This design comes from an exercise in tuning for small area, a short achievable clock period and few clock cycles per item on the open sky130 flow, not from production work. RTL that was checked went through simulation tests only; none was proved equivalent to the original. The RTL of run 1 was laid out without a check of its function.

==> flow/design.v, too long to show whole: its modules and the start of the top module <==
// module isg_extract: 706 lines
// module isg_sched: 68 lines
// module csa_row: 742 lines
// module csa_mac: 368 lines
module isg_extract (
    input  wire        clk,
    input  wire        rst,         
    input  wire        cfg_we,
    input  wire [5:0]  cfg_addr,
    input  wire [5:0]  cfg_pos,
    input  wire [6:0]  npos,        
    input  wire [31:0] qstep,       
    input  wire        variant,     
    input  wire        in_valid,
    input  wire [7:0]  in_data,
    output wire        in_ready,
    output reg         done,
    output reg  [63:0] bits_out
);
  // ...
==> flow/run.sh <==
#!/bin/bash
# synth_recipe.tcl (not shown) runs the flow's synth.tcl, then flattens the netlist and writes it again
# the make line also repeats each setting of config.mk as NAME=value (left out here)
make -C /OpenROAD-flow-scripts/flow DESIGN_CONFIG=/design/flow/config.mk WORK_HOME=/design/flow/orfs CLKGATE_MAP_FILE= SYNTH_SCRIPT=/design/flow/synth_recipe.tcl finish
==> flow/config.mk <==
export PLATFORM = sky130hd
export DESIGN_NAME = isg_extract
export DESIGN_NICKNAME = isg_extract
export VERILOG_FILES = /design/flow/design.v
export SDC_FILE = /design/flow/constraint.sdc
export NUM_CORES = 4
export LEC_CHECK = 0
export CAP_MARGIN = 20
export CORE_MARGIN = 2
export CORE_UTILIZATION = 40
export PLACE_DENSITY = 0.6
export SLEW_MARGIN = 20
==> flow/constraint.sdc <==
create_clock -name core_clock -period 13.0 [get_ports {clk}]
set_input_delay 2.6000 -clock core_clock [delete_from_list [all_inputs] [get_ports {clk}]]
set_output_delay 2.6000 -clock core_clock [all_outputs]
set_load 0.01 [all_outputs]
==> flow_metrics.env, run 1 <==
export IMPL_netlist_top_cells_count="1732 x dfxtp_1, 948 x inv_1, 598 x edfxtp_1"
export IMPL_synth_top_family_by_area="adder cells"
export IMPL_seq_area_frac=0.440
export IMPL_drive_gt1_frac=0.0674
export IMPL_seq_cells=2330
export IMPL_insertion_delay_ns=0.91
export IMPL_drc=0
export IMPL_cts_root_buffer="clkbuf_16"
export IMPL_final_util=0.452
export IMPL_wl_met1_mm=114
export IMPL_yosys_top_cells_area="dfxtp_1 33%, edfxtp_1 17%, fa_1 9.8%"
export IMPL_buffers=212
export IMPL_cts_max_path_buffers=4
export IMPL_drtIter0Drc=5003
export IMPL_grt_use_met1=0.250
export IMPL_die_y_microns=520
export IMPL_grt_setup_unrepaired="no"
export IMPL_synth_enable_flop_cells=598
export IMPL_port_buffers=129
export IMPL_antenna_cells=32
export IMPL_r2r_slack_ns=7.57
export IMPL_worstPathArrival_ns=6.23
export IMPL_fin_crit_sh=0.417
export IMPL_slew_headroom=0.231
export IMPL_synth_adder_area_share=0.162
export IMPL_final_cells=13300
export IMPL_inv_count=957
export IMPL_avgSynthCellArea_sq_um=11.2
export IMPL_routabilityCongestion=0.928
export IMPL_crit_path_start="m_x[2]"
export IMPL_start_util=0.402
export IMPL_clk_pin_slew_ns=0.06
export IMPL_status="complete, no violations"
export IMPL_nMultiInputCombCells=5808
export IMPL_yosysUniqueCellTypes=101
export IMPL_worstHoldEndpoint="ringv[174]"
export IMPL_multi_input_area_share=0.407
export IMPL_grt_antenna_before_repair=13
export IMPL_largest_register="ringv"
==> module isg_extract, before the edit <==
module isg_extract (
    input  wire        clk,
    input  wire        rst,         
    input  wire        cfg_we,
    input  wire [5:0]  cfg_addr,
    input  wire [5:0]  cfg_pos,
    input  wire [6:0]  npos,        
    input  wire [31:0] qstep,       
    input  wire        variant,     
    input  wire        in_valid,
    input  wire [7:0]  in_data,
    output wire        in_ready,
    output reg         done,
    output reg  [63:0] bits_out
);
    reg        cfg_we_r;
    reg [5:0]  cfg_addr_r, cfg_pos_r;
    reg [31:0] qstep_r;
    reg        variant_r;
    reg [6:0]  npos_r;
    reg [5:0]  pos_tab [0:63];
    always @(posedge clk) begin
        cfg_we_r   <= cfg_we;
        cfg_addr_r <= cfg_addr;
        cfg_pos_r  <= cfg_pos;
        qstep_r    <= qstep;
        variant_r  <= variant;
        npos_r     <= npos;
        if (cfg_we_r)
            pos_tab[cfg_addr_r] <= cfg_pos_r;
    end
    reg  [5:0] c;             
    reg  [5:0] ld_cnt;        
    reg        in_ready_r;
    reg        smp_v;
    reg  [7:0] smp_r;         
    assign in_ready = in_ready_r;
    wire accept = in_valid & in_ready_r & ~rst;
    always @(posedge clk) begin
        smp_r <= {~in_data[7], in_data[6:0]};
        smp_v <= accept;
    end
    reg  [511:0] ringv;
    wire [7:0]   ring63 = ringv[511:504];
    wire [7:0]   tail_in = smp_v ? smp_r : ring63;
    always @(posedge clk)
        ringv <= {ringv[503:0], tail_in};
    wire signed [7:0] s0 = ringv[55:48];
    wire signed [7:0] s1 = ringv[47:40];
    wire signed [7:0] s2 = ringv[39:32];
    wire signed [7:0] s3 = ringv[31:24];
    wire signed [7:0] s4 = ringv[23:16];
    wire signed [7:0] s5 = ringv[15:8];
    wire signed [7:0] s6 = ringv[7:0];
    wire signed [7:0] s7 = tail_in;
    wire signed [8:0] e0 = s0 + s7, e1 = s1 + s6, e2 = s2 + s5, e3 = s3 + s4;
    wire signed [8:0] o0 = s0 - s7, o1 = s1 - s6, o2 = s2 - s5, o3 = s3 - s4;
    reg signed [8:0]  f_e0, f_e1, f_e2, f_e3;
    reg signed [8:0]  f_o0, f_o1, f_o2, f_o3;
    reg [2:0]         f_x;
    always @(posedge clk) begin
        if (c[2:0] == 3'd7) begin
            f_e0 <= e0; f_e1 <= e1; f_e2 <= e2; f_e3 <= e3;
            f_o0 <= o0; f_o1 <= o1; f_o2 <= o2; f_o3 <= o3;
            f_x  <= c[5:3];
        end
    end
    reg        rev_load, rev_stream, rev_recirc, rev_tag;
    reg [2:0]  rev_k;
    reg        nrev_load, nrev_stream, nrev_recirc, nrev_tag;
    reg [2:0]  nrev_k;
    reg        stream_ok, rev_ok;
    reg [3:0]  pleft;
    reg [2:0]  knext;
    reg        ld_tag;
    reg [1:0]  blk_out;       
    reg        idle_d;
    reg [2:0]  meta_k;
    reg        meta_tag;
    reg        dbusy;
    reg [4:0]  dcnt;
    wire       any_pend;
    wire       last_res;
    reg        fast;
    wire idle_all  = (ld_cnt == 6'd0) && (blk_out == 2'd0);
    wire [3:0] ptot = ({1'b0, npos_r} + 8'd7) >> 3;
    wire quiet      = !rev_stream && !rev_recirc && !any_pend && !dbusy;
    wire thr        = fast || quiet || idle_all;
    localparam integer SW = 39;
    wire [SW-1:0] st_now = {c, ld_cnt, in_ready_r, ld_tag, pleft, knext,
                            nrev_load, nrev_stream, nrev_recirc, nrev_tag, nrev_k,
                            rev_load, rev_stream, rev_recirc, rev_tag, rev_k,
                            stream_ok, rev_ok, blk_out};
    wire [SW-1:0] st_a0, st_a1;
    wire blk_a1;
    isg_sched u_s0 (.acc(1'b0), .st(st_now), .smp_v(smp_v), .ptot(ptot), .thr(thr),
                    .idle_all(idle_all), .last_res(last_res), .nx(st_a0), .blk_now());
    isg_sched u_s1 (.acc(1'b1), .st(st_now), .smp_v(smp_v), .ptot(ptot), .thr(thr),
                    .idle_all(idle_all), .last_res(last_res), .nx(st_a1), .blk_now(blk_a1));
    wire blk_now = accept & blk_a1;
    wire [SW-1:0] st_rst = {6'd63, 6'd0, 1'b1, 1'b0, 4'd0, 3'd0,
                            1'b1, 1'b1, 1'b0, 1'b0, 3'd0,
                            1'b0, 1'b0, 1'b0, 1'b0, 3'd0,
                            1'b0, 1'b0, 2'd0};
    always @(posedge clk) begin
        {c, ld_cnt, in_ready_r, ld_tag, pleft, knext,
         nrev_load, nrev_stream, nrev_recirc, nrev_tag, nrev_k,
         rev_load, rev_stream, rev_recirc, rev_tag, rev_k,
         stream_ok, rev_ok, blk_out} <= rst ? st_rst : (accept ? st_a1 : st_a0);
    end
    always @(posedge clk) begin
        if (c[2:0] == 3'd6) begin
            meta_k <= rev_k; meta_tag <= rev_tag;
        end
    end
    wire [2:0] rd_j = c[2:0] + 3'd1;
    reg  [5:0] posr;
    reg  [2:0] r_j, r_k;
    reg        r_tag;
    always @(posedge clk) begin
        posr  <= pos_tab[{meta_k, rd_j}];
        r_j   <= rd_j;
        r_k   <= meta_k;
        r_tag <= meta_tag;
    end
    wire [2:0] q_v = posr[2:0];
    wire signed [9:0]  a0 = f_e0 + f_e3, a1 = f_e1 + f_e2, b0 = f_e0 - f_e3, b1 = f_e1 - f_e2;
    wire signed [10:0] dcs = a0 + a1, d4s = a0 - a1;
    reg signed [10:0] rx0;
    reg signed [9:0]  rx1;
    reg signed [8:0]  rx2, rx3;
    always @* begin
        if (q_v[0]) begin
            rx0 = f_o0; rx1 = f_o1; rx2 = f_o2; rx3 = f_o3;
        end else begin
            rx2 = 9'sd0; rx3 = 9'sd0;
            case (q_v[2:1])
                2'd0: begin rx0 = dcs; rx1 = 10'sd0; end
                2'd2: begin rx0 = d4s; rx1 = 10'sd0; end
                default: begin rx0 = b0; rx1 = b1; end
            endcase
        end
    end
  reg [15:0] rk0;
  always @* begin
    case (q_v)
      3'd0: rk0 = 16'h5a82;
      3'd1: rk0 = 16'h7d8a;
      3'd2: rk0 = 16'h7642;
      3'd3: rk0 = 16'h6a6e;
      3'd4: rk0 = 16'h5a82;
      3'd5: rk0 = 16'h471d;
      3'd6: rk0 = 16'h30fc;
      3'd7: rk0 = 16'h18f9;
      default: rk0 = 16'h0000;
    endcase
  end
  reg [15:0] p_rk0;
  always @(posedge clk) p_rk0 <= rk0;
  reg [15:0] rk1;
  always @* begin
    case (q_v)
      3'd0: rk1 = 16'h0000;
      3'd1: rk1 = 16'h6a6e;
      3'd2: rk1 = 16'h30fc;
      3'd3: rk1 = 16'he707;
      3'd4: rk1 = 16'h0000;
      3'd5: rk1 = 16'h8276;
      3'd6: rk1 = 16'h89be;
      3'd7: rk1 = 16'hb8e3;
      default: rk1 = 16'h0000;
    endcase
  end
  reg [15:0] p_rk1;
  always @(posedge clk) p_rk1 <= rk1;
  reg [15:0] rk2;
  always @* begin
    case (q_v)
      3'd0: rk2 = 16'h0000;
      3'd1: rk2 = 16'h471d;
      3'd2: rk2 = 16'h0000;
      3'd3: rk2 = 16'h8276;
      3'd4: rk2 = 16'h0000;
      3'd5: rk2 = 16'h18f9;
      3'd6: rk2 = 16'h0000;
      3'd7: rk2 = 16'h6a6e;
      default: rk2 = 16'h0000;
    endcase
  end
  reg [15:0] p_rk2;
  always @(posedge clk) p_rk2 <= rk2;
  reg [15:0] rk3;
  always @* begin
    case (q_v)
      3'd0: rk3 = 16'h0000;
      3'd1: rk3 = 16'h18f9;
      3'd2: rk3 = 16'h0000;
      3'd3: rk3 = 16'hb8e3;
      3'd4: rk3 = 16'h0000;
      3'd5: rk3 = 16'h6a6e;
      3'd6: rk3 = 16'h0000;
      3'd7: rk3 = 16'h8276;
      default: rk3 = 16'h0000;
    endcase
  end
  reg [15:0] p_rk3;
  always @(posedge clk) p_rk3 <= rk3;
  wire [12:0] xe0 = {{1{rx0[10]}}, rx0, 1'b0};
  reg rd0_0_one, rd0_0_two, rd0_0_neg;
  always @(posedge clk) begin
    rd0_0_one <= xe0[1] ^ xe0[0];
    rd0_0_two <= (xe0[2] & ~xe0[1] & ~xe0[0]) | (~xe0[2] & xe0[1] & xe0[0]);
    rd0_0_neg <= xe0[2] & ~(xe0[1] & xe0[0]);
  end
  reg rd0_1_one, rd0_1_two, rd0_1_neg;
  always @(posedge clk) begin
    rd0_1_one <= xe0[3] ^ xe0[2];
    rd0_1_two <= (xe0[4] & ~xe0[3] & ~xe0[2]) | (~xe0[4] & xe0[3] & xe0[2]);
    rd0_1_neg <= xe0[4] & ~(xe0[3] & xe0[2]);
  end
  reg rd0_2_one, rd0_2_two, rd0_2_neg;
  always @(posedge clk) begin
    rd0_2_one <= xe0[5] ^ xe0[4];
    rd0_2_two <= (xe0[6] & ~xe0[5] & ~xe0[4]) | (~xe0[6] & xe0[5] & xe0[4]);
    rd0_2_neg <= xe0[6] & ~(xe0[5] & xe0[4]);
  end
  reg rd0_3_one, rd0_3_two, rd0_3_neg;
  always @(posedge clk) begin
    rd0_3_one <= xe0[7] ^ xe0[6];
    rd0_3_two <= (xe0[8] & ~xe0[7] & ~xe0[6]) | (~xe0[8] & xe0[7] & xe0[6]);
    rd0_3_neg <= xe0[8] & ~(xe0[7] & xe0[6]);
  end
  reg rd0_4_one, rd0_4_two, rd0_4_neg;
  always @(posedge clk) begin
    rd0_4_one <= xe0[9] ^ xe0[8];
    rd0_4_two <= (xe0[10] & ~xe0[9] & ~xe0[8]) | (~xe0[10] & xe0[9] & xe0[8]);
    rd0_4_neg <= xe0[10] & ~(xe0[9] & xe0[8]);
  end
  reg rd0_5_one, rd0_5_two, rd0_5_neg;
  always @(posedge clk) begin
    rd0_5_one <= xe0[11] ^ xe0[10];
    rd0_5_two <= (xe0[12] & ~xe0[11] & ~xe0[10]) | (~xe0[12] & xe0[11] & xe0[10]);
    rd0_5_neg <= xe0[12] & ~(xe0[11] & xe0[10]);
  end
  wire [10:0] xe1 = {{0{rx1[9]}}, rx1, 1'b0};
  reg rd1_0_one, rd1_0_two, rd1_0_neg;
  always @(posedge clk) begin
    rd1_0_one <= xe1[1] ^ xe1[0];
    rd1_0_two <= (xe1[2] & ~xe1[1] & ~xe1[0]) | (~xe1[2] & xe1[1] & xe1[0]);
    rd1_0_neg <= xe1[2] & ~(xe1[1] & xe1[0]);
  end
  reg rd1_1_one, rd1_1_two, rd1_1_neg;
  always @(posedge clk) begin
    rd1_1_one <= xe1[3] ^ xe1[2];
    rd1_1_two <= (xe1[4] & ~xe1[3] & ~xe1[2]) | (~xe1[4] & xe1[3] & xe1[2]);
    rd1_1_neg <= xe1[4] & ~(xe1[3] & xe1[2]);
  end
  reg rd1_2_one, rd1_2_two, rd1_2_neg;
  always @(posedge clk) begin
    rd1_2_one <= xe1[5] ^ xe1[4];
    rd1_2_two <= (xe1[6] & ~xe1[5] & ~xe1[4]) | (~xe1[6] & xe1[5] & xe1[4]);
    rd1_2_neg <= xe1[6] & ~(xe1[5] & xe1[4]);
  end
  reg rd1_3_one, rd1_3_two, rd1_3_neg;
  always @(posedge clk) begin
    rd1_3_one <= xe1[7] ^ xe1[6];
    rd1_3_two <= (xe1[8] & ~xe1[7] & ~xe1[6]) | (~xe1[8] & xe1[7] & xe1[6]);
    rd1_3_neg <= xe1[8] & ~(xe1[7] & xe1[6]);
  end
  reg rd1_4_one, rd1_4_two, rd1_4_neg;
  always @(posedge clk) begin
    rd1_4_one <= xe1[9] ^ xe1[8];
    rd1_4_two <= (xe1[10] & ~xe1[9] & ~xe1[8]) | (~xe1[10] & xe1[9] & xe1[8]);
    rd1_4_neg <= xe1[10] & ~(xe1[9] & xe1[8]);
  end
  wire [10:0] xe2 = {{1{rx2[8]}}, rx2, 1'b0};
  reg rd2_0_one, rd2_0_two, rd2_0_neg;
  always @(posedge clk) begin
    rd2_0_one <= xe2[1] ^ xe2[0];
    rd2_0_two <= (xe2[2] & ~xe2[1] & ~xe2[0]) | (~xe2[2] & xe2[1] & xe2[0]);
    rd2_0_neg <= xe2[2] & ~(xe2[1] & xe2[0]);
  end
  reg rd2_1_one, rd2_1_two, rd2_1_neg;
  always @(posedge clk) begin
    rd2_1_one <= xe2[3] ^ xe2[2];
    rd2_1_two <= (xe2[4] & ~xe2[3] & ~xe2[2]) | (~xe2[4] & xe2[3] & xe2[2]);
    rd2_1_neg <= xe2[4] & ~(xe2[3] & xe2[2]);
  end
  reg rd2_2_one, rd2_2_two, rd2_2_neg;
  always @(posedge clk) begin
    rd2_2_one <= xe2[5] ^ xe2[4];
    rd2_2_two <= (xe2[6] & ~xe2[5] & ~xe2[4]) | (~xe2[6] & xe2[5] & xe2[4]);
    rd2_2_neg <= xe2[6] & ~(xe2[5] & xe2[4]);
  end
  reg rd2_3_one, rd2_3_two, rd2_3_neg;
  always @(posedge clk) begin
    rd2_3_one <= xe2[7] ^ xe2[6];
    rd2_3_two <= (xe2[8] & ~xe2[7] & ~xe2[6]) | (~xe2[8] & xe2[7] & xe2[6]);
    rd2_3_neg <= xe2[8] & ~(xe2[7] & xe2[6]);
  end
  reg rd2_4_one, rd2_4_two, rd2_4_neg;
  always @(posedge clk) begin
    rd2_4_one <= xe2[9] ^ xe2[8];
    rd2_4_two <= (xe2[10] & ~xe2[9] & ~xe2[8]) | (~xe2[10] & xe2[9] & xe2[8]);
    rd2_4_neg <= xe2[10] & ~(xe2[9] & xe2[8]);
  end
  wire [10:0] xe3 = {{1{rx3[8]}}, rx3, 1'b0};
  reg rd3_0_one, rd3_0_two, rd3_0_neg;
  always @(posedge clk) begin
    rd3_0_one <= xe3[1] ^ xe3[0];
    rd3_0_two <= (xe3[2] & ~xe3[1] & ~xe3[0]) | (~xe3[2] & xe3[1] & xe3[0]);
    rd3_0_neg <= xe3[2] & ~(xe3[1] & xe3[0]);
  end
  reg rd3_1_one, rd3_1_two, rd3_1_neg;
  always @(posedge clk) begin
    rd3_1_one <= xe3[3] ^ xe3[2];
    rd3_1_two <= (xe3[4] & ~xe3[3] & ~xe3[2]) | (~xe3[4] & xe3[3] & xe3[2]);
    rd3_1_neg <= xe3[4] & ~(xe3[3] & xe3[2]);
  end
  reg rd3_2_one, rd3_2_two, rd3_2_neg;
  always @(posedge clk) begin
    rd3_2_one <= xe3[5] ^ xe3[4];
    rd3_2_two <= (xe3[6] & ~xe3[5] & ~xe3[4]) | (~xe3[6] & xe3[5] & xe3[4]);
    rd3_2_neg <= xe3[6] & ~(xe3[5] & xe3[4]);
  end
  reg rd3_3_one, rd3_3_two, rd3_3_neg;
  always @(posedge clk) begin
    rd3_3_one <= xe3[7] ^ xe3[6];
    rd3_3_two <= (xe3[8] & ~xe3[7] & ~xe3[6]) | (~xe3[8] & xe3[7] & xe3[6]);
    rd3_3_neg <= xe3[8] & ~(xe3[7] & xe3[6]);
  end
  reg rd3_4_one, rd3_4_two, rd3_4_neg;
  always @(posedge clk) begin
    rd3_4_one <= xe3[9] ^ xe3[8];
    rd3_4_two <= (xe3[10] & ~xe3[9] & ~xe3[8]) | (~xe3[10] & xe3[9] & xe3[8]);
    rd3_4_neg <= xe3[10] & ~(xe3[9] & xe3[8]);
  end
    reg [2:0]  a_u, a_v, a_x, a_j, a_k;
    reg        a_tag;
    always @(posedge clk) begin
        a_u <= posr[5:3]; a_v <= posr[2:0]; a_x <= f_x; a_j <= r_j; a_k <= r_k; a_tag <= r_tag;
    end
    wire signed [16:0] rd0_0_k = {p_rk0[15], p_rk0};
  wire [16:0] rd0_0_m = ({17{rd0_0_one}} & rd0_0_k) | ({17{rd0_0_two}} & {rd0_0_k[15:0], 1'b0});
  wire [16:0] rd0_0_t = rd0_0_m ^ {17{rd0_0_neg}};
  wire [16:0] rd0_0_u = {~rd0_0_t[16], rd0_0_t[15:0]};
  wire signed [16:0] rd0_1_k = {p_rk0[15], p_rk0};
  wire [16:0] rd0_1_m = ({17{rd0_1_one}} & rd0_1_k) | ({17{rd0_1_two}} & {rd0_1_k[15:0], 1'b0});
  wire [16:0] rd0_1_t = rd0_1_m ^ {17{rd0_1_neg}};
  wire [16:0] rd0_1_u = {~rd0_1_t[16], rd0_1_t[15:0]};
  wire signed [16:0] rd0_2_k = {p_rk0[15], p_rk0};
  wire [16:0] rd0_2_m = ({17{rd0_2_one}} & rd0_2_k) | ({17{rd0_2_two}} & {rd0_2_k[15:0], 1'b0});
  wire [16:0] rd0_2_t = rd0_2_m ^ {17{rd0_2_neg}};
  wire [16:0] rd0_2_u = {~rd0_2_t[16], rd0_2_t[15:0]};
  wire signed [16:0] rd0_3_k = {p_rk0[15], p_rk0};
  wire [16:0] rd0_3_m = ({17{rd0_3_one}} & rd0_3_k) | ({17{rd0_3_two}} & {rd0_3_k[15:0], 1'b0});
  wire [16:0] rd0_3_t = rd0_3_m ^ {17{rd0_3_neg}};
  wire [16:0] rd0_3_u = {~rd0_3_t[16], rd0_3_t[15:0]};
  wire signed [16:0] rd0_4_k = {p_rk0[15], p_rk0};
  wire [16:0] rd0_4_m = ({17{rd0_4_one}} & rd0_4_k) | ({17{rd0_4_two}} & {rd0_4_k[15:0], 1'b0});
  wire [16:0] rd0_4_t = rd0_4_m ^ {17{rd0_4_neg}};
  wire [16:0] rd0_4_u = {~rd0_4_t[16], rd0_4_t[15:0]};
  wire signed [16:0] rd0_5_k = {p_rk0[15], p_rk0};
  wire [16:0] rd0_5_m = ({17{rd0_5_one}} & rd0_5_k) | ({17{rd0_5_two}} & {rd0_5_k[15:0], 1'b0});
  wire [16:0] rd0_5_t = rd0_5_m ^ {17{rd0_5_neg}};
  wire [16:0] rd0_5_u = {~rd0_5_t[16], rd0_5_t[15:0]};
  wire [10:0] rng0 = {rd0_5_neg, 1'b0, rd0_4_neg, 1'b0, rd0_3_neg, 1'b0, rd0_2_neg, 1'b0, rd0_1_neg, 1'b0, rd0_0_neg};
  wire signed [16:0] rd1_0_k = {p_rk1[15], p_rk1};
  wire [16:0] rd1_0_m = ({17{rd1_0_one}} & rd1_0_k) | ({17{rd1_0_two}} & {rd1_0_k[15:0], 1'b0});
  wire [16:0] rd1_0_t = rd1_0_m ^ {17{rd1_0_neg}};
  wire [16:0] rd1_0_u = {~rd1_0_t[16], rd1_0_t[15:0]};
  wire signed [16:0] rd1_1_k = {p_rk1[15], p_rk1};
  wire [16:0] rd1_1_m = ({17{rd1_1_one}} & rd1_1_k) | ({17{rd1_1_two}} & {rd1_1_k[15:0], 1'b0});
  wire [16:0] rd1_1_t = rd1_1_m ^ {17{rd1_1_neg}};
  wire [16:0] rd1_1_u = {~rd1_1_t[16], rd1_1_t[15:0]};
  wire signed [16:0] rd1_2_k = {p_rk1[15], p_rk1};
  wire [16:0] rd1_2_m = ({17{rd1_2_one}} & rd1_2_k) | ({17{rd1_2_two}} & {rd1_2_k[15:0], 1'b0});
  wire [16:0] rd1_2_t = rd1_2_m ^ {17{rd1_2_neg}};
  wire [16:0] rd1_2_u = {~rd1_2_t[16], rd1_2_t[15:0]};
  wire signed [16:0] rd1_3_k = {p_rk1[15], p_rk1};
  wire [16:0] rd1_3_m = ({17{rd1_3_one}} & rd1_3_k) | ({17{rd1_3_two}} & {rd1_3_k[15:0], 1'b0});
  wire [16:0] rd1_3_t = rd1_3_m ^ {17{rd1_3_neg}};
  wire [16:0] rd1_3_u = {~rd1_3_t[16], rd1_3_t[15:0]};
  wire signed [16:0] rd1_4_k = {p_rk1[15], p_rk1};
  wire [16:0] rd1_4_m = ({17{rd1_4_one}} & rd1_4_k) | ({17{rd1_4_two}} & {rd1_4_k[15:0], 1'b0});
  wire [16:0] rd1_4_t = rd1_4_m ^ {17{rd1_4_neg}};
  wire [16:0] rd1_4_u = {~rd1_4_t[16], rd1_4_t[15:0]};
  wire [8:0] rng1 = {rd1_4_neg, 1'b0, rd1_3_neg, 1'b0, rd1_2_neg, 1'b0, rd1_1_neg, 1'b0, rd1_0_neg};
  wire signed [16:0] rd2_0_k = {p_rk2[15], p_rk2};
  wire [16:0] rd2_0_m = ({17{rd2_0_one}} & rd2_0_k) | ({17{rd2_0_two}} & {rd2_0_k[15:0], 1'b0});
  wire [16:0] rd2_0_t = rd2_0_m ^ {17{rd2_0_neg}};
  wire [16:0] rd2_0_u = {~rd2_0_t[16], rd2_0_t[15:0]};
  wire signed [16:0] rd2_1_k = {p_rk2[15], p_rk2};
  wire [16:0] rd2_1_m = ({17{rd2_1_one}} & rd2_1_k) | ({17{rd2_1_two}} & {rd2_1_k[15:0], 1'b0});
  wire [16:0] rd2_1_t = rd2_1_m ^ {17{rd2_1_neg}};
  wire [16:0] rd2_1_u = {~rd2_1_t[16], rd2_1_t[15:0]};
  wire signed [16:0] rd2_2_k = {p_rk2[15], p_rk2};
  wire [16:0] rd2_2_m = ({17{rd2_2_one}} & rd2_2_k) | ({17{rd2_2_two}} & {rd2_2_k[15:0], 1'b0});
  wire [16:0] rd2_2_t = rd2_2_m ^ {17{rd2_2_neg}};
  wire [16:0] rd2_2_u = {~rd2_2_t[16], rd2_2_t[15:0]};
  wire signed [16:0] rd2_3_k = {p_rk2[15], p_rk2};
  wire [16:0] rd2_3_m = ({17{rd2_3_one}} & rd2_3_k) | ({17{rd2_3_two}} & {rd2_3_k[15:0], 1'b0});
  wire [16:0] rd2_3_t = rd2_3_m ^ {17{rd2_3_neg}};
  wire [16:0] rd2_3_u = {~rd2_3_t[16], rd2_3_t[15:0]};
  wire signed [16:0] rd2_4_k = {p_rk2[15], p_rk2};
  wire [16:0] rd2_4_m = ({17{rd2_4_one}} & rd2_4_k) | ({17{rd2_4_two}} & {rd2_4_k[15:0], 1'b0});
  wire [16:0] rd2_4_t = rd2_4_m ^ {17{rd2_4_neg}};
  wire [16:0] rd2_4_u = {~rd2_4_t[16], rd2_4_t[15:0]};
  wire [8:0] rng2 = {rd2_4_neg, 1'b0, rd2_3_neg, 1'b0, rd2_2_neg, 1'b0, rd2_1_neg, 1'b0, rd2_0_neg};
  wire signed [16:0] rd3_0_k = {p_rk3[15], p_rk3};
  wire [16:0] rd3_0_m = ({17{rd3_0_one}} & rd3_0_k) | ({17{rd3_0_two}} & {rd3_0_k[15:0], 1'b0});
  wire [16:0] rd3_0_t = rd3_0_m ^ {17{rd3_0_neg}};
  wire [16:0] rd3_0_u = {~rd3_0_t[16], rd3_0_t[15:0]};
  wire signed [16:0] rd3_1_k = {p_rk3[15], p_rk3};
  wire [16:0] rd3_1_m = ({17{rd3_1_one}} & rd3_1_k) | ({17{rd3_1_two}} & {rd3_1_k[15:0], 1'b0});
  wire [16:0] rd3_1_t = rd3_1_m ^ {17{rd3_1_neg}};
  wire [16:0] rd3_1_u = {~rd3_1_t[16], rd3_1_t[15:0]};
  wire signed [16:0] rd3_2_k = {p_rk3[15], p_rk3};
  wire [16:0] rd3_2_m = ({17{rd3_2_one}} & rd3_2_k) | ({17{rd3_2_two}} & {rd3_2_k[15:0], 1'b0});
  wire [16:0] rd3_2_t = rd3_2_m ^ {17{rd3_2_neg}};
  wire [16:0] rd3_2_u = {~rd3_2_t[16], rd3_2_t[15:0]};
  wire signed [16:0] rd3_3_k = {p_rk3[15], p_rk3};
  wire [16:0] rd3_3_m = ({17{rd3_3_one}} & rd3_3_k) | ({17{rd3_3_two}} & {rd3_3_k[15:0], 1'b0});
  wire [16:0] rd3_3_t = rd3_3_m ^ {17{rd3_3_neg}};
  wire [16:0] rd3_3_u = {~rd3_3_t[16], rd3_3_t[15:0]};
  wire signed [16:0] rd3_4_k = {p_rk3[15], p_rk3};
  wire [16:0] rd3_4_m = ({17{rd3_4_one}} & rd3_4_k) | ({17{rd3_4_two}} & {rd3_4_k[15:0], 1'b0});
  wire [16:0] rd3_4_t = rd3_4_m ^ {17{rd3_4_neg}};
  wire [16:0] rd3_4_u = {~rd3_4_t[16], rd3_4_t[15:0]};
  wire [8:0] rng3 = {rd3_4_neg, 1'b0, rd3_3_neg, 1'b0, rd3_2_neg, 1'b0, rd3_1_neg, 1'b0, rd3_0_neg};
  wire [25:0] ra_s, ra_c;
  csa_row u_csa_row (.rd0_0_u(rd0_0_u), .rd0_1_u(rd0_1_u), .rd0_2_u(rd0_2_u), .rd0_3_u(rd0_3_u), .rd0_4_u(rd0_4_u), .rd0_5_u(rd0_5_u), .rng0(rng0), .rd1_0_u(rd1_0_u), .rd1_1_u(rd1_1_u), .rd1_2_u(rd1_2_u), .rd1_3_u(rd1_3_u), .rd1_4_u(rd1_4_u), .rng1(rng1), .rd2_0_u(rd2_0_u), .rd2_1_u(rd2_1_u), .rd2_2_u(rd2_2_u), .rd2_3_u(rd2_3_u), .rd2_4_u(rd2_4_u), .rng2(rng2), .rd3_0_u(rd3_0_u), .rd3_1_u(rd3_1_u), .rd3_2_u(rd3_2_u), .rd3_3_u(rd3_3_u), .rd3_4_u(rd3_4_u), .rng3(rng3), .s(ra_s), .c(ra_c));
    reg [25:0] sa_s, sa_c;
    reg [2:0]  a2_u, a2_v, a2_x, a2_j, a2_k;
    reg        a2_tag;
    always @(posedge clk) begin
        sa_s <= ra_s; sa_c <= ra_c;
        a2_u <= a_u; a2_v <= a_v; a2_x <= a_x; a2_j <= a_j; a2_k <= a_k; a2_tag <= a_tag;
    end
    reg signed [25:0] b_r;
    reg [2:0]  b_u, b_v, b_x, b_j, b_k;
    reg        b_tag;
    always @(posedge clk) begin
        b_r <= sa_s + sa_c;
        b_u <= a2_u; b_v <= a2_v; b_x <= a2_x; b_j <= a2_j; b_k <= a2_k; b_tag <= a2_tag;
    end
    reg [15:0] mk;
  always @* begin
    case ({b_u, b_x})
      6'o00: mk = 16'h5a82;
      6'o01: mk = 16'h5a82;
      6'o02: mk = 16'h5a82;
      6'o03: mk = 16'h5a82;
      6'o04: mk = 16'h5a82;
      6'o05: mk = 16'h5a82;
      6'o06: mk = 16'h5a82;
      6'o07: mk = 16'h5a82;
      6'o10: mk = 16'h7d8a;
      6'o11: mk = 16'h6a6e;
      6'o12: mk = 16'h471d;
      6'o13: mk = 16'h18f9;
      6'o14: mk = 16'he707;
      6'o15: mk = 16'hb8e3;
      6'o16: mk = 16'h9592;
      6'o17: mk = 16'h8276;
      6'o20: mk = 16'h7642;
      6'o21: mk = 16'h30fc;
      6'o22: mk = 16'hcf04;
      6'o23: mk = 16'h89be;
      6'o24: mk = 16'h89be;
      6'o25: mk = 16'hcf04;
      6'o26: mk = 16'h30fc;
      6'o27: mk = 16'h7642;
      6'o30: mk = 16'h6a6e;
      6'o31: mk = 16'he707;
      6'o32: mk = 16'h8276;
      6'o33: mk = 16'hb8e3;
      6'o34: mk = 16'h471d;
      6'o35: mk = 16'h7d8a;
      6'o36: mk = 16'h18f9;
      6'o37: mk = 16'h9592;
      6'o40: mk = 16'h5a82;
      6'o41: mk = 16'ha57e;
      6'o42: mk = 16'ha57e;
      6'o43: mk = 16'h5a82;
      6'o44: mk = 16'h5a82;
      6'o45: mk = 16'ha57e;
      6'o46: mk = 16'ha57e;
      6'o47: mk = 16'h5a82;
      6'o50: mk = 16'h471d;
      6'o51: mk = 16'h8276;
      6'o52: mk = 16'h18f9;
      6'o53: mk = 16'h6a6e;
      6'o54: mk = 16'h9592;
      6'o55: mk = 16'he707;
      6'o56: mk = 16'h7d8a;
      6'o57: mk = 16'hb8e3;
      6'o60: mk = 16'h30fc;
      6'o61: mk = 16'h89be;
      6'o62: mk = 16'h7642;
      6'o63: mk = 16'hcf04;
      6'o64: mk = 16'hcf04;
      6'o65: mk = 16'h7642;
      6'o66: mk = 16'h89be;
      6'o67: mk = 16'h30fc;
      6'o70: mk = 16'h18f9;
      6'o71: mk = 16'hb8e3;
      6'o72: mk = 16'h6a6e;
      6'o73: mk = 16'h8276;
      6'o74: mk = 16'h7d8a;
      6'o75: mk = 16'h9592;
      6'o76: mk = 16'h471d;
      6'o77: mk = 16'he707;
      default: mk = 16'h0000;
    endcase
  end
  wire signed [26:0] mb_x = b_r;
  wire mb_0_one = mk[0] ^ 1'b0;
  wire mb_0_two = (mk[1] & ~mk[0] & ~1'b0) | (~mk[1] & mk[0] & 1'b0);
  wire mb_0_neg = mk[1] & ~(mk[0] & 1'b0);
  wire [26:0] mb_0_m = ({27{mb_0_one}} & mb_x) | ({27{mb_0_two}} & {mb_x[25:0], 1'b0});
  wire [26:0] mb_0_t = mb_0_m ^ {27{mb_0_neg}};
  wire [26:0] mb_0_u = {~mb_0_t[26], mb_0_t[25:0]};
  wire mb_1_one = mk[2] ^ mk[1];
  wire mb_1_two = (mk[3] & ~mk[2] & ~mk[1]) | (~mk[3] & mk[2] & mk[1]);
  wire mb_1_neg = mk[3] & ~(mk[2] & mk[1]);
  wire [26:0] mb_1_m = ({27{mb_1_one}} & mb_x) | ({27{mb_1_two}} & {mb_x[25:0], 1'b0});
  wire [26:0] mb_1_t = mb_1_m ^ {27{mb_1_neg}};
  wire [26:0] mb_1_u = {~mb_1_t[26], mb_1_t[25:0]};
  wire mb_2_one = mk[4] ^ mk[3];
  wire mb_2_two = (mk[5] & ~mk[4] & ~mk[3]) | (~mk[5] & mk[4] & mk[3]);
  wire mb_2_neg = mk[5] & ~(mk[4] & mk[3]);
  wire [26:0] mb_2_m = ({27{mb_2_one}} & mb_x) | ({27{mb_2_two}} & {mb_x[25:0], 1'b0});
  wire [26:0] mb_2_t = mb_2_m ^ {27{mb_2_neg}};
  wire [26:0] mb_2_u = {~mb_2_t[26], mb_2_t[25:0]};
  wire mb_3_one = mk[6] ^ mk[5];
  wire mb_3_two = (mk[7] & ~mk[6] & ~mk[5]) | (~mk[7] & mk[6] & mk[5]);
  wire mb_3_neg = mk[7] & ~(mk[6] & mk[5]);
  wire [26:0] mb_3_m = ({27{mb_3_one}} & mb_x) | ({27{mb_3_two}} & {mb_x[25:0], 1'b0});
  wire [26:0] mb_3_t = mb_3_m ^ {27{mb_3_neg}};
  wire [26:0] mb_3_u = {~mb_3_t[26], mb_3_t[25:0]};
  wire mb_4_one = mk[8] ^ mk[7];
  wire mb_4_two = (mk[9] & ~mk[8] & ~mk[7]) | (~mk[9] & mk[8] & mk[7]);
  wire mb_4_neg = mk[9] & ~(mk[8] & mk[7]);
  wire [26:0] mb_4_m = ({27{mb_4_one}} & mb_x) | ({27{mb_4_two}} & {mb_x[25:0], 1'b0});
  wire [26:0] mb_4_t = mb_4_m ^ {27{mb_4_neg}};
  wire [26:0] mb_4_u = {~mb_4_t[26], mb_4_t[25:0]};
  wire mb_5_one = mk[10] ^ mk[9];
  wire mb_5_two = (mk[11] & ~mk[10] & ~mk[9]) | (~mk[11] & mk[10] & mk[9]);
  wire mb_5_neg = mk[11] & ~(mk[10] & mk[9]);
  wire [26:0] mb_5_m = ({27{mb_5_one}} & mb_x) | ({27{mb_5_two}} & {mb_x[25:0], 1'b0});
  wire [26:0] mb_5_t = mb_5_m ^ {27{mb_5_neg}};
  wire [26:0] mb_5_u = {~mb_5_t[26], mb_5_t[25:0]};
  wire mb_6_one = mk[12] ^ mk[11];
  wire mb_6_two = (mk[13] & ~mk[12] & ~mk[11]) | (~mk[13] & mk[12] & mk[11]);
  wire mb_6_neg = mk[13] & ~(mk[12] & mk[11]);
  wire [26:0] mb_6_m = ({27{mb_6_one}} & mb_x) | ({27{mb_6_two}} & {mb_x[25:0], 1'b0});
  wire [26:0] mb_6_t = mb_6_m ^ {27{mb_6_neg}};
  wire [26:0] mb_6_u = {~mb_6_t[26], mb_6_t[25:0]};
  wire mb_7_one = mk[14] ^ mk[13];
  wire mb_7_two = (mk[15] & ~mk[14] & ~mk[13]) | (~mk[15] & mk[14] & mk[13]);
  wire mb_7_neg = mk[15] & ~(mk[14] & mk[13]);
  wire [26:0] mb_7_m = ({27{mb_7_one}} & mb_x) | ({27{mb_7_two}} & {mb_x[25:0], 1'b0});
  wire [26:0] mb_7_t = mb_7_m ^ {27{mb_7_neg}};
  wire [26:0] mb_7_u = {~mb_7_t[26], mb_7_t[25:0]};
  wire [14:0] mb_ng = {mb_7_neg, 1'b0, mb_6_neg, 1'b0, mb_5_neg, 1'b0, mb_4_neg, 1'b0, mb_3_neg, 1'b0, mb_2_neg, 1'b0, mb_1_neg, 1'b0, mb_0_neg};
  wire [43:0] mc_s, mc_c;
  csa_mac u_csa_mac (.mb_0_u(mb_0_u), .mb_1_u(mb_1_u), .mb_2_u(mb_2_u), .mb_3_u(mb_3_u), .mb_4_u(mb_4_u), .mb_5_u(mb_5_u), .mb_6_u(mb_6_u), .mb_7_u(mb_7_u), .mb_ng(mb_ng), .s(mc_s), .c(mc_c));
    reg [43:0] m_s, m_c;
    reg [2:0]  m_x, m_j, m_k;
    reg        m_tag, m_dc;
    always @(posedge clk) begin
        m_s <= mc_s; m_c <= mc_c;
        m_x <= b_x; m_j <= b_j; m_k <= b_k; m_tag <= b_tag;
        m_dc <= (b_u == 3'd0) && (b_v == 3'd0);
    end
    reg  [307:0] accv;
    wire [43:0]  acc_head = accv[307:264];
    wire         c_first = (m_x == 3'd0);
    wire [43:0]  c_accin = c_first ? (m_dc ? 44'd4397866188800 : 44'd0) : acc_head;
    wire [43:0]  cs_x = c_accin ^ m_s ^ m_c;
    wire [43:0]  cs_y = {(c_accin[42:0] & m_s[42:0]) | (c_accin[42:0] & m_c[42:0]) | (m_s[42:0] & m_c[42:0]), 1'b0};
    wire [22:0]  zl_w = {1'b0, cs_x[21:0]} + {1'b0, cs_y[21:0]};
    reg  [21:0]  n_zl, n_xh, n_yh;
    reg          n_cy;
    reg  [2:0]   n_x, n_j, n_k;
    reg          n_tag;
    always @(posedge clk) begin
        n_zl <= zl_w[21:0]; n_cy <= zl_w[22];
        n_xh <= cs_x[43:22]; n_yh <= cs_y[43:22];
        n_x <= m_x; n_j <= m_j; n_k <= m_k; n_tag <= m_tag;
    end
    wire [43:0] z_new = {n_xh + n_yh + {21'd0, n_cy}, n_zl};
    always @(posedge clk)
        accv <= {accv[263:0], z_new};
    reg        h_v;
    reg [43:0] h_z;
    reg [5:0]  h_p;
    reg        h_tag;
    wire [6:0] c_p = {1'b0, n_k, n_j};
    always @(posedge clk) begin
        h_z   <= z_new;
        h_p   <= c_p[5:0];
        h_tag <= n_tag;
        h_v   <= ~rst & rev_ok & (n_x == 3'd7) & (c_p < npos_r);
    end
    wire [27:0] h_c = h_z[43:16] + {27'd0, h_z[15]};
    reg  [287:0] resv;
    wire [35:0]  res_head = resv[287:252];
    wire         head_pend = res_head[35];
    wire         head_tag  = res_head[34];
    wire [5:0]   head_p    = res_head[33:28];
    wire [27:0]  head_c    = res_head[27:0];
    reg          out_tag;
    wire         d_free = !dbusy || (dcnt == 5'd0);
    wire         take = d_free && head_pend && (head_tag == out_tag) && !rst;
    wire [35:0]  res_in = h_v ? {1'b1, h_tag, h_p, h_c}
                              : {head_pend & ~take & ~rst, res_head[34:0]};
    integer ri;
    reg [7:0] pend_bits;
    always @* begin
        for (ri = 0; ri < 8; ri = ri + 1)
            pend_bits[ri] = resv[36*ri + 35];
    end
    assign any_pend = |pend_bits;
    always @(posedge clk) begin
        if (rst)
            resv <= {resv[251:0], 36'd0} & ~{8{36'h800000000}};
        else
            resv <= {resv[251:0], res_in};
    end
    reg [31:0] qn;
    reg [4:0]  s_norm;
    always @(posedge clk) begin
        idle_d <= idle_all;
        if (idle_all || idle_d) begin
            qn <= qstep_r; s_norm <= 5'd0;
        end else if (!qn[31] && qn != 32'd0) begin
            qn <= {qn[30:0], 1'b0}; s_norm <= s_norm + 5'd1;
        end
        fast <= variant_r || ((qn[31] || qn == 32'd0) && s_norm <= 5'd12);
    end
    reg [35:0] dv1, dv2, dv3;
    reg [4:0]  dsteps;
    wire [35:0] dva = s_norm[0] ? {2'b00, qn, 2'b00} : {3'b000, qn, 1'b0};
    always @(posedge clk) begin
        dv1 <= dva;
        dv2 <= {dva[34:0], 1'b0};
        dv3 <= dva + {dva[34:0], 1'b0};
        dsteps <= ({1'b0, s_norm} + 6'd1) >> 1;
    end
    reg [33:0] drem;
    reg        dneg, dq, dpbit;
    reg [5:0]  dp;
    wire [33:0] n_c2  = {{5{head_c[27]}}, head_c, 1'b0};
    wire [33:0] n_val = n_c2 + {2'b00, qstep_r};
    wire [33:0] n_neg = ~n_c2 + ~{2'b00, qstep_r} + 34'd2;
    wire [33:0] n_abs = n_val[33] ? n_neg : n_val;
    wire [36:0] r4  = {1'b0, drem, 2'b00};
    wire [36:0] t1  = r4 - {1'b0, dv1};
    wire [36:0] t2  = r4 - {1'b0, dv2};
    wire [36:0] t3  = r4 - {1'b0, dv3};
    wire ge1 = ~t1[36], ge2 = ~t2[36], ge3 = ~t3[36];
    wire [33:0] rnext = ge3 ? t3[33:0] : ge2 ? t2[33:0] : ge1 ? t1[33:0] : r4[33:0];
    wire        qodd  = ge3 | (ge1 & ~ge2);
    wire        wr  = dbusy && (dcnt == 5'd0);
    wire        res_bit = variant_r ? dpbit : (dq ^ (dneg & (drem != 34'd0)));
    reg [6:0] res_cnt;
    assign last_res = wr && ({res_cnt + 7'd1} == npos_r);
    always @(posedge clk) begin
        if (rst) begin
            dbusy <= 1'b0; dcnt <= 5'd0;
        end else if (take) begin
            dbusy <= 1'b1;
            drem  <= n_abs;
            dneg  <= n_val[33];
            dq    <= 1'b0;
            dpbit <= head_c[16] ^ head_c[15];
            dp    <= head_p;
            dcnt  <= variant_r ? 5'd0 : dsteps;
        end else if (wr) begin
            dbusy <= 1'b0;
        end else if (dbusy) begin
            drem <= rnext; dq <= qodd; dcnt <= dcnt - 5'd1;
        end
    end
    integer bi;
    always @(posedge clk) begin
        if (rst) begin
            done <= 1'b0; res_cnt <= 7'd0; out_tag <= 1'b0;
        end else begin
            done <= last_res;
            if (last_res) begin
                res_cnt <= 7'd0; out_tag <= ~out_tag;
            end else if (wr) begin
                res_cnt <= res_cnt + 7'd1;
            end
        end
        for (bi = 0; bi < 64; bi = bi + 1) begin
            if (wr && dp == bi[5:0])
                bits_out[bi] <= res_bit;
            else if (idle_all)
                bits_out[bi] <= 1'b0;
        end
    end
endmodule
==> run 2: changes to the inputs <==
--- a/flow/design.v
+++ b/flow/design.v
@@ -423,30 +423,30 @@
   wire [16:0] rd3_3_m = ({17{rd3_3_one}} & rd3_3_k) | ({17{rd3_3_two}} & {rd3_3_k[15:0], 1'b0});
   wire [16:0] rd3_3_t = rd3_3_m ^ {17{rd3_3_neg}};
   wire [16:0] rd3_3_u = {~rd3_3_t[16], rd3_3_t[15:0]};
   wire signed [16:0] rd3_4_k = {p_rk3[15], p_rk3};
   wire [16:0] rd3_4_m = ({17{rd3_4_one}} & rd3_4_k) | ({17{rd3_4_two}} & {rd3_4_k[15:0], 1'b0});
   wire [16:0] rd3_4_t = rd3_4_m ^ {17{rd3_4_neg}};
   wire [16:0] rd3_4_u = {~rd3_4_t[16], rd3_4_t[15:0]};
   wire [8:0] rng3 = {rd3_4_neg, 1'b0, rd3_3_neg, 1'b0, rd3_2_neg, 1'b0, rd3_1_neg, 1'b0, rd3_0_neg};
-  wire [25:0] ra_s, ra_c;
-  csa_row u_csa_row (.rd0_0_u(rd0_0_u), .rd0_1_u(rd0_1_u), .rd0_2_u(rd0_2_u), .rd0_3_u(rd0_3_u), .rd0_4_u(rd0_4_u), .rd0_5_u(rd0_5_u), .rng0(rng0), .rd1_0_u(rd1_0_u), .rd1_1_u(rd1_1_u), .rd1_2_u(rd1_2_u), .rd1_3_u(rd1_3_u), .rd1_4_u(rd1_4_u), .rng1(rng1), .rd2_0_u(rd2_0_u), .rd2_1_u(rd2_1_u), .rd2_2_u(rd2_2_u), .rd2_3_u(rd2_3_u), .rd2_4_u(rd2_4_u), .rng2(rng2), .rd3_0_u(rd3_0_u), .rd3_1_u(rd3_1_u), .rd3_2_u(rd3_2_u), .rd3_3_u(rd3_3_u), .rd3_4_u(rd3_4_u), .rng3(rng3), .s(ra_s), .c(ra_c));
-    reg [25:0] sa_s, sa_c;
+  wire [25:0] ra_0, ra_1, ra_2, ra_3;
+  csa_row u_csa_row (.rd0_0_u(rd0_0_u), .rd0_1_u(rd0_1_u), .rd0_2_u(rd0_2_u), .rd0_3_u(rd0_3_u), .rd0_4_u(rd0_4_u), .rd0_5_u(rd0_5_u), .rng0(rng0), .rd1_0_u(rd1_0_u), .rd1_1_u(rd1_1_u), .rd1_2_u(rd1_2_u), .rd1_3_u(rd1_3_u), .rd1_4_u(rd1_4_u), .rng1(rng1), .rd2_0_u(rd2_0_u), .rd2_1_u(rd2_1_u), .rd2_2_u(rd2_2_u), .rd2_3_u(rd2_3_u), .rd2_4_u(rd2_4_u), .rng2(rng2), .rd3_0_u(rd3_0_u), .rd3_1_u(rd3_1_u), .rd3_2_u(rd3_2_u), .rd3_3_u(rd3_3_u), .rd3_4_u(rd3_4_u), .rng3(rng3), .o0(ra_0), .o1(ra_1), .o2(ra_2), .o3(ra_3));
+    reg [25:0] sa_0, sa_1, sa_2, sa_3;
     reg [2:0]  a2_u, a2_v, a2_x, a2_j, a2_k;
     reg        a2_tag;
     always @(posedge clk) begin
-        sa_s <= ra_s; sa_c <= ra_c;
+        sa_0 <= ra_0; sa_1 <= ra_1; sa_2 <= ra_2; sa_3 <= ra_3;
         a2_u <= a_u; a2_v <= a_v; a2_x <= a_x; a2_j <= a_j; a2_k <= a_k; a2_tag <= a_tag;
     end
     reg signed [25:0] b_r;
     reg [2:0]  b_u, b_v, b_x, b_j, b_k;
     reg        b_tag;
     always @(posedge clk) begin
-        b_r <= sa_s + sa_c;
+        b_r <= sa_0 + sa_1 + sa_2 + sa_3;
         b_u <= a2_u; b_v <= a2_v; b_x <= a2_x; b_j <= a2_j; b_k <= a2_k; b_tag <= a2_tag;
     end
     reg [15:0] mk;
   always @* begin
     case ({b_u, b_x})
       6'o00: mk = 16'h5a82;
       6'o01: mk = 16'h5a82;
       6'o02: mk = 16'h5a82;
@@ -767,17 +767,17 @@
     assign nx = {c_next, ld_next, ir_next, ldtag_n, pleft_n, knext_n,
                  upd_n ? d_load : nrev_load, upd_n ? d_stream : nrev_stream,
                  upd_n ? d_recirc : nrev_recirc, upd_n ? d_tag : nrev_tag, upd_n ? d_k : nrev_k,
                  rev_start ? nrev_load : rev_load, rev_start ? nrev_stream : rev_stream,
                  rev_start ? nrev_recirc : rev_recirc, rev_start ? nrev_tag : rev_tag,
                  rev_start ? nrev_k : rev_k,
                  rev_start ? nrev_stream : (stream_ok & smp_v), rev_ok_n, blk_out_n};
 endmodule
-module csa_row (input wire [16:0] rd0_0_u, input wire [16:0] rd0_1_u, input wire [16:0] rd0_2_u, input wire [16:0] rd0_3_u, input wire [16:0] rd0_4_u, input wire [16:0] rd0_5_u, input wire [10:0] rng0, input wire [16:0] rd1_0_u, input wire [16:0] rd1_1_u, input wire [16:0] rd1_2_u, input wire [16:0] rd1_3_u, input wire [16:0] rd1_4_u, input wire [8:0] rng1, input wire [16:0] rd2_0_u, input wire [16:0] rd2_1_u, input wire [16:0] rd2_2_u, input wire [16:0] rd2_3_u, input wire [16:0] rd2_4_u, input wire [8:0] rng2, input wire [16:0] rd3_0_u, input wire [16:0] rd3_1_u, input wire [16:0] rd3_2_u, input wire [16:0] rd3_3_u, input wire [16:0] rd3_4_u, input wire [8:0] rng3, output wire [25:0] s, output wire [25:0] c);
+module csa_row (input wire [16:0] rd0_0_u, input wire [16:0] rd0_1_u, input wire [16:0] rd0_2_u, input wire [16:0] rd0_3_u, input wire [16:0] rd0_4_u, input wire [16:0] rd0_5_u, input wire [10:0] rng0, input wire [16:0] rd1_0_u, input wire [16:0] rd1_1_u, input wire [16:0] rd1_2_u, input wire [16:0] rd1_3_u, input wire [16:0] rd1_4_u, input wire [8:0] rng1, input wire [16:0] rd2_0_u, input wire [16:0] rd2_1_u, input wire [16:0] rd2_2_u, input wire [16:0] rd2_3_u, input wire [16:0] rd2_4_u, input wire [8:0] rng2, input wire [16:0] rd3_0_u, input wire [16:0] rd3_1_u, input wire [16:0] rd3_2_u, input wire [16:0] rd3_3_u, input wire [16:0] rd3_4_u, input wire [8:0] rng3, output wire [25:0] o0, output wire [25:0] o1, output wire [25:0] o2, output wire [25:0] o3);
   wire w1 = rd0_0_u[6] ^ rd0_1_u[4];
   wire w2 = rd0_0_u[6] & rd0_1_u[4];
   wire w3 = rd0_0_u[7] ^ rd0_1_u[5] ^ rd0_2_u[3];
   wire w4 = (rd0_0_u[7] & rd0_1_u[5]) | (rd0_0_u[7] & rd0_2_u[3]) | (rd0_1_u[5] & rd0_2_u[3]);
   wire w5 = rd0_0_u[8] ^ rd0_1_u[6] ^ rd0_2_u[4];
   wire w6 = (rd0_0_u[8] & rd0_1_u[6]) | (rd0_0_u[8] & rd0_2_u[4]) | (rd0_1_u[6] & rd0_2_u[4]);
   wire w7 = rd0_3_u[2] ^ rd0_4_u[0] ^ rng0[8];
   wire w8 = (rd0_3_u[2] & rd0_4_u[0]) | (rd0_3_u[2] & rng0[8]) | (rd0_4_u[0] & rng0[8]);
@@ -1402,122 +1402,20 @@
   wire w627 = w527 ^ w529 ^ w531;
   wire w628 = (w527 & w529) | (w527 & w531) | (w529 & w531);
   wire w629 = w528 ^ w530 ^ w532;
   wire w630 = (w528 & w530) | (w528 & w532) | (w530 & w532);
   wire w631 = w533 ^ rd2_4_u[16] ^ rd3_4_u[16];
   wire w632 = (w533 & rd2_4_u[16]) | (w533 & rd3_4_u[16]) | (rd2_4_u[16] & rd3_4_u[16]);
   wire w633 = w534 ^ rd0_5_u[15];
   wire w634 = w534 & rd0_5_u[15];
-  wire w635 = w535 ^ rng2[0];
-  wire w636 = w535 & rng2[0];
-  wire w637 = w536 ^ w537 ^ w539;
-  wire w638 = (w536 & w537) | (w536 & w539) | (w537 & w539);
-  wire w639 = w538 ^ w540 ^ w541;
-  wire w640 = (w538 & w540) | (w538 & w541) | (w540 & w541);
-  wire w641 = w542 ^ w544 ^ w545;
-  wire w642 = (w542 & w544) | (w542 & w545) | (w544 & w545);
-  wire w643 = w546 ^ w548 ^ w549;
-  wire w644 = (w546 & w548) | (w546 & w549) | (w548 & w549);
-  wire w645 = w550 ^ w552 ^ w553;
-  wire w646 = (w550 & w552) | (w550 & w553) | (w552 & w553);
-  wire w647 = w554 ^ w556 ^ w557;
-  wire w648 = (w554 & w556) | (w554 & w557) | (w556 & w557);
-  wire w649 = w558 ^ w560 ^ w561;
-  wire w650 = (w558 & w560) | (w558 & w561) | (w560 & w561);
-  wire w651 = w562 ^ w564 ^ w565;
-  wire w652 = (w562 & w564) | (w562 & w565) | (w564 & w565);
-  wire w653 = w566 ^ w568 ^ w569;
-  wire w654 = (w566 & w568) | (w566 & w569) | (w568 & w569);
-  wire w655 = w570 ^ w572 ^ w573;
-  wire w656 = (w570 & w572) | (w570 & w573) | (w572 & w573);
-  wire w657 = w574 ^ w576 ^ w577;
-  wire w658 = (w574 & w576) | (w574 & w577) | (w576 & w577);
-  wire w659 = w578 ^ w580 ^ w581;
-  wire w660 = (w578 & w580) | (w578 & w581) | (w580 & w581);
-  wire w661 = w582 ^ w584 ^ w585;
-  wire w662 = (w582 & w584) | (w582 & w585) | (w584 & w585);
-  wire w663 = w586 ^ w588 ^ w589;
-  wire w664 = (w586 & w588) | (w586 & w589) | (w588 & w589);
-  wire w665 = w590 ^ w592 ^ w593;
-  wire w666 = (w590 & w592) | (w590 & w593) | (w592 & w593);
-  wire w667 = w594 ^ w596 ^ w597;
-  wire w668 = (w594 & w596) | (w594 & w597) | (w596 & w597);
-  wire w669 = w598 ^ w600 ^ w601;
-  wire w670 = (w598 & w600) | (w598 & w601) | (w600 & w601);
-  wire w671 = w602 ^ w604 ^ w605;
-  wire w672 = (w602 & w604) | (w602 & w605) | (w604 & w605);
-  wire w673 = w606 ^ w608 ^ w609;
-  wire w674 = (w606 & w608) | (w606 & w609) | (w608 & w609);
-  wire w675 = w610 ^ w612 ^ w613;
-  wire w676 = (w610 & w612) | (w610 & w613) | (w612 & w613);
-  wire w677 = w614 ^ w616 ^ w617;
-  wire w678 = (w614 & w616) | (w614 & w617) | (w616 & w617);
-  wire w679 = w618 ^ w620 ^ w621;
-  wire w680 = (w618 & w620) | (w618 & w621) | (w620 & w621);
-  wire w681 = w622 ^ w624 ^ w625;
-  wire w682 = (w622 & w624) | (w622 & w625) | (w624 & w625);
-  wire w683 = w626 ^ w628 ^ w629;
-  wire w684 = (w626 & w628) | (w626 & w629) | (w628 & w629);
-  wire w685 = w630 ^ w632 ^ w633;
-  wire w686 = (w630 & w632) | (w630 & w633) | (w632 & w633);
-  wire w687 = w635 ^ rd3_0_u[0];
-  wire w688 = w635 & rd3_0_u[0];
-  wire w689 = w636 ^ w637 ^ rng3[1];
-  wire w690 = (w636 & w637) | (w636 & rng3[1]) | (w637 & rng3[1]);
-  wire w691 = w638 ^ w639 ^ w543;
-  wire w692 = (w638 & w639) | (w638 & w543) | (w639 & w543);
-  wire w693 = w640 ^ w641 ^ w547;
-  wire w694 = (w640 & w641) | (w640 & w547) | (w641 & w547);
-  wire w695 = w642 ^ w643 ^ w551;
-  wire w696 = (w642 & w643) | (w642 & w551) | (w643 & w551);
-  wire w697 = w644 ^ w645 ^ w555;
-  wire w698 = (w644 & w645) | (w644 & w555) | (w645 & w555);
-  wire w699 = w646 ^ w647 ^ w559;
-  wire w700 = (w646 & w647) | (w646 & w559) | (w647 & w559);
-  wire w701 = w648 ^ w649 ^ w563;
-  wire w702 = (w648 & w649) | (w648 & w563) | (w649 & w563);
-  wire w703 = w650 ^ w651 ^ w567;
-  wire w704 = (w650 & w651) | (w650 & w567) | (w651 & w567);
-  wire w705 = w652 ^ w653 ^ w571;
-  wire w706 = (w652 & w653) | (w652 & w571) | (w653 & w571);
-  wire w707 = w654 ^ w655 ^ w575;
-  wire w708 = (w654 & w655) | (w654 & w575) | (w655 & w575);
-  wire w709 = w656 ^ w657 ^ w579;
-  wire w710 = (w656 & w657) | (w656 & w579) | (w657 & w579);
-  wire w711 = w658 ^ w659 ^ w583;
-  wire w712 = (w658 & w659) | (w658 & w583) | (w659 & w583);
-  wire w713 = w660 ^ w661 ^ w587;
-  wire w714 = (w660 & w661) | (w660 & w587) | (w661 & w587);
-  wire w715 = w662 ^ w663 ^ w591;
-  wire w716 = (w662 & w663) | (w662 & w591) | (w663 & w591);
-  wire w717 = w664 ^ w665 ^ w595;
-  wire w718 = (w664 & w665) | (w664 & w595) | (w665 & w595);
-  wire w719 = w666 ^ w667 ^ w599;
-  wire w720 = (w666 & w667) | (w666 & w599) | (w667 & w599);
-  wire w721 = w668 ^ w669 ^ w603;
-  wire w722 = (w668 & w669) | (w668 & w603) | (w669 & w603);
-  wire w723 = w670 ^ w671 ^ w607;
-  wire w724 = (w670 & w671) | (w670 & w607) | (w671 & w607);
-  wire w725 = w672 ^ w673 ^ w611;
-  wire w726 = (w672 & w673) | (w672 & w611) | (w673 & w611);
-  wire w727 = w674 ^ w675 ^ w615;
-  wire w728 = (w674 & w675) | (w674 & w615) | (w675 & w615);
-  wire w729 = w676 ^ w677 ^ w619;
-  wire w730 = (w676 & w677) | (w676 & w619) | (w677 & w619);
-  wire w731 = w678 ^ w679 ^ w623;
-  wire w732 = (w678 & w679) | (w678 & w623) | (w679 & w623);
-  wire w733 = w680 ^ w681 ^ w627;
-  wire w734 = (w680 & w681) | (w680 & w627) | (w681 & w627);
-  wire w735 = w682 ^ w683 ^ w631;
-  wire w736 = (w682 & w683) | (w682 & w631) | (w683 & w631);
-  wire w737 = w684 ^ w685 ^ 1'b1;
-  wire w738 = (w684 & w685) | (w684 & 1'b1) | (w685 & 1'b1);
-  assign s = {w736, w734, w732, w730, w728, w726, w724, w722, w720, w718, w716, w714, w712, w710, w708, w706, w704, w702, w700, w698, w696, w694, w692, w690, w688, w687};
-  assign c = {w737, w735, w733, w731, w729, w727, w725, w723, w721, w719, w717, w715, w713, w711, w709, w707, w705, w703, w701, w699, w697, w695, w693, w691, w689, rng3[0]};
+  assign o0 = {w630, w626, w622, w618, w614, w610, w606, w602, w598, w594, w590, w586, w582, w578, w574, w570, w566, w562, w558, w554, w550, w546, w542, w538, w536, w535};
+  assign o1 = {w632, w628, w624, w620, w616, w612, w608, w604, w600, w596, w592, w588, w584, w580, w576, w572, w568, w564, w560, w556, w552, w548, w544, w540, w537, rng2[0]};
+  assign o2 = {w633, w629, w625, w621, w617, w613, w609, w605, w601, w597, w593, w589, w585, w581, w577, w573, w569, w565, w561, w557, w553, w549, w545, w541, w539, rd3_0_u[0]};
+  assign o3 = {1'b1, w631, w627, w623, w619, w615, w611, w607, w603, w599, w595, w591, w587, w583, w579, w575, w571, w567, w563, w559, w555, w551, w547, w543, rng3[1], rng3[0]};
 endmodule
 module csa_mac (input wire [26:0] mb_0_u, input wire [26:0] mb_1_u, input wire [26:0] mb_2_u, input wire [26:0] mb_3_u, input wire [26:0] mb_4_u, input wire [26:0] mb_5_u, input wire [26:0] mb_6_u, input wire [26:0] mb_7_u, input wire [14:0] mb_ng, output wire [43:0] s, output wire [43:0] c);
   wire w1 = mb_0_u[10] ^ mb_1_u[8];
   wire w2 = mb_0_u[10] & mb_1_u[8];
   wire w3 = mb_0_u[11] ^ mb_1_u[9] ^ mb_2_u[7];
   wire w4 = (mb_0_u[11] & mb_1_u[9]) | (mb_0_u[11] & mb_2_u[7]) | (mb_1_u[9] & mb_2_u[7]);
   wire w5 = mb_0_u[12] ^ mb_1_u[10] ^ mb_2_u[8];
   wire w6 = (mb_0_u[12] & mb_1_u[10]) | (mb_0_u[12] & mb_2_u[8]) | (mb_1_u[10] & mb_2_u[8]);
==> run 2 against run 1 <==
  * Critical path depth down 2
  * Hold slack worse by 0.0087 ns
  * Sequential share of layout area up 0.77 points
  * First-iteration DRC count up 2.1%
  * Register-to-register slack better by 0.30 ns
  * Wire length down 2.7%
  * Via count down 2.6%
  * Highest routed layer is now met4
  * Still clean on timing, DRC and antenna
==> flow_metrics.env, run 2 <==
export IMPL_max_stage_delay_ns=0.87
export IMPL_num_vias=66700
export IMPL_finalWirelength_mm=259
export IMPL_area_growth_pct=12.4
export IMPL_design_area_sq_mm=0.120
export IMPL_yosys_warnings=2
export IMPL_layout_common_cells="1767 x dfxtp_1, 852 x inv_1, 598 x edfxtp_1, 548 x nor2_1, 544 x ha_1"
export IMPL_synthArstFlopShare=0
export IMPL_netlist_top_cells_count="1781 x dfxtp_1, 852 x inv_1, 598 x edfxtp_1"
export IMPL_top_regs="ringv (512), pos_tab (384), accv (308)"
export IMPL_crit_path_start="m_x[1]"
export IMPL_cts_max_path_buffers=4
export IMPL_clock_sinks=2379
export IMPL_largest_reg_flops=512
export IMPL_fin_crit_sh=0.394
export IMPL_slew_headroom=0.208
export IMPL_routabilityCongestion=0.939
export IMPL_setup_viol=0
export IMPL_yosys_top_cells_area="dfxtp_1 33%, edfxtp_1 17%, fa_1 9.8%"
export IMPL_ctsHoldBuffers=0
export IMPL_vias_per_cell=5.13
export IMPL_ys_flop_type="dfxtp_1"
export IMPL_hold_viol_final=0
export IMPL_drive_gt1_frac=0.0781
export IMPL_holdPathStages=0
export IMPL_syn_nets=10400
export IMPL_worst_path_buf_inv=0
export IMPL_path_max_fanout=45
export IMPL_die_w_microns=520
export IMPL_grt_pass1_wl_mm=398
export IMPL_status="complete, no violations"
export IMPL_drtIter0Drc=5109
export IMPL_cp_slowest_cell="or3_2"
export IMPL_final_util=0.452
export IMPL_syn_area_sq_mm=0.107
export IMPL_cp_cell_sequence="or3_2 > and2_1 > fa_1 > ha_1 > a21o_1 > a21oi_1 > nor2b_1 > o21ai_0 > a21oi_1 > a211oi_1 > nor4_1 > a211o_1 > o211ai_1 > o211ai_1 > o31a_1"
export IMPL_timing_rr_start="m_x[1]"
export IMPL_r2r_slack_ns=7.88
export IMPL_cts_made_buffers=242
export IMPL_start_util=0.402
export IMPL_port_buffers=129
export IMPL_grt_setup_unrepaired="no"
export IMPL_path_class="reg2reg"
export IMPL_avgSynthCellArea_sq_um=11.5
export IMPL_die_area_sq_mm=0.271
export IMPL_r2r_end="n_cy"
export IMPL_tightest_slew_ns=1.19
export IMPL_synth_enable_flop_cells=598
export IMPL_drv_cap=0
export IMPL_setup_tns_ns=0
export IMPL_pre_cts_ws_ns=7.06
export IMPL_wire_per_inst_microns=19.9
export IMPL_grt_max_degree=69
export IMPL_grt_pass1_vias=68000
export IMPL_cts_root_buffer="clkbuf_16"
export IMPL_path_delay_family="compound AO/OA/AOI/OAI gates"
export IMPL_critPathRequiredTime_ns=13.72
export IMPL_cts_tree="done"
export IMPL_drt_pass1_iterations=6
export IMPL_drc=0
export IMPL_track_usage=0.188
export IMPL_critPathLaunchType="flop"
export IMPL_period_minus_slack_ns=5.12
export IMPL_setup_slack_ns=7.88
export IMPL_detail_route_antenna_nets=0
export IMPL_cts_resized=0
export IMPL_worstPathArrival_ns=5.84
export IMPL_insertion_delay_ns=0.94
export IMPL_synth_seq_cells=2379
export IMPL_core_sq_mm=0.265
export IMPL_synthesis_instances=9240
export IMPL_post_cts_buffers=0
export IMPL_rows=189
export IMPL_nets=10400
export IMPL_worstHoldEndpoint="accv[111]"
export IMPL_fin_worst_skew_ns=0.116
export IMPL_htree_levels=4
export IMPL_yosysSeqAreaShare=0.503
export IMPL_yosysUniqueCellTypes=97
export IMPL_clk_pin_slew_ns=0.06
export IMPL_synthMostInstantiatedCell="dfxtp_1"
export IMPL_worst_r2r_cell_count=15
export IMPL_grt_antenna_before_repair=4
export IMPL_synth_top_area_share=0.334
export IMPL_place_area_sq_mm=0.111
export IMPL_io_pins=130
export IMPL_die_y_microns=520
export IMPL_hpwl_mm=184
export IMPL_largest_register="ringv"
export IMPL_slew_violations=0
export IMPL_overflow=0
export IMPL_holdCritStartpoint="accv[67]"
-- run 2: kinds of logic (layout without fill, tap and decap cells) --
family,count (synthesis),in the layout,share of synthesized area
other,0,4,0
adder cells (fa/ha/maj),1068,1068,0.162
flip-flops,2379,2379,0.503
multiplexers,249,249,0.0387
AND/OR/NAND/NOR,1675,1675,0.0732
AO/OA/AOI/OAI,1694,1694,0.105
buffers and inverters,1282,1511,0.0455
XOR/XNOR,893,893,0.0735
-- run 2: worst reg2reg max path: cells and delay by family, from the launching register on --
kind | cells | cell delay, ns
simple gates | 4 | 1.43
compound gates | 9 | 2.35
fa+ha+maj | 2 | 0.81
flops | 1 | 0.31
-- run 2: worst max path at each step --
| stage | end | cells past startpoint |
|---|---|---|
| after floorplan | dq | 3 |
| after global placement | pleft[0] | 8 |
| after detailed placement | pleft[0] | 8 |
| after CTS | n_cy | 15 |
| after global routing | n_cy | 15 |
| final | n_cy | 15 |
-- run 2: per-layer routing --
metal,up-vias,part of all wire,GRT usage
met1,32700,0.43,0.243
li1,31500,-,-
met2,2055,0.48,0.316
met3,511,0.057,0.0271
met5,-,0,0
met4,0,0.038,0.0742
-- run 2: metrics by stage --
step / hold slack [ns] / instances
finish: 0.281 / 13000
CTS: 0.278 / 13000
detailed placement: 0.312 / 12600
global placement: 0.310 / 12600
floorplan: 0.310 / 9240
global route: 0.284 / 13000
-- run 2: final cells by class --
cell class              instances  area (sq um)
multi-input cells            5579         48300
flip-flops and latches       2379         53600
clock buffers                 327          7090
inverters                     856          3210
diodes                          4          10.0
repair buffers                204          1860
well taps                    3533          4420
clock inverters               124          1340
fillers                     24000        145000
Testbench counts of run 2, summed over its fixed seeds: cycles 26,074, items 320.

## static timing again, ports no longer ideal
No port has a modelled driver above. Below, the same layouts with a new extraction and two added sets of constraints. Step 1 (the two cells are an assumption about what drives the block):
set clk [get_ports {clk}]
set_driving_cell -lib_cell sky130_fd_sc_hd__clkbuf_16 $clk
set_driving_cell -lib_cell sky130_fd_sc_hd__buf_2 [delete_from_list [all_inputs] $clk]
Step 2 also shifts input and output timing later by t, the mid clock arrival at the registers, as if the neighbouring blocks saw the same clock. a / b / c = ideal ports / drivers / drivers and shift; a / b = the first two.
run	shift t [ns]	setup WS [ns]	clock arrival spread, ns	worst data-port slew with drivers (ns)
run 1	0.968	7.574 / 7.574 / 7.359	0.062 / 0.061	0.07
run 2	0.972	7.877 / 7.877 / 7.005	0.121 / 0.121	0.11
After both steps every run listed still meets setup and hold. The setup slack of run 2, which loses most, moves by 0.000 ns with the drivers and by -0.872 ns with both steps.
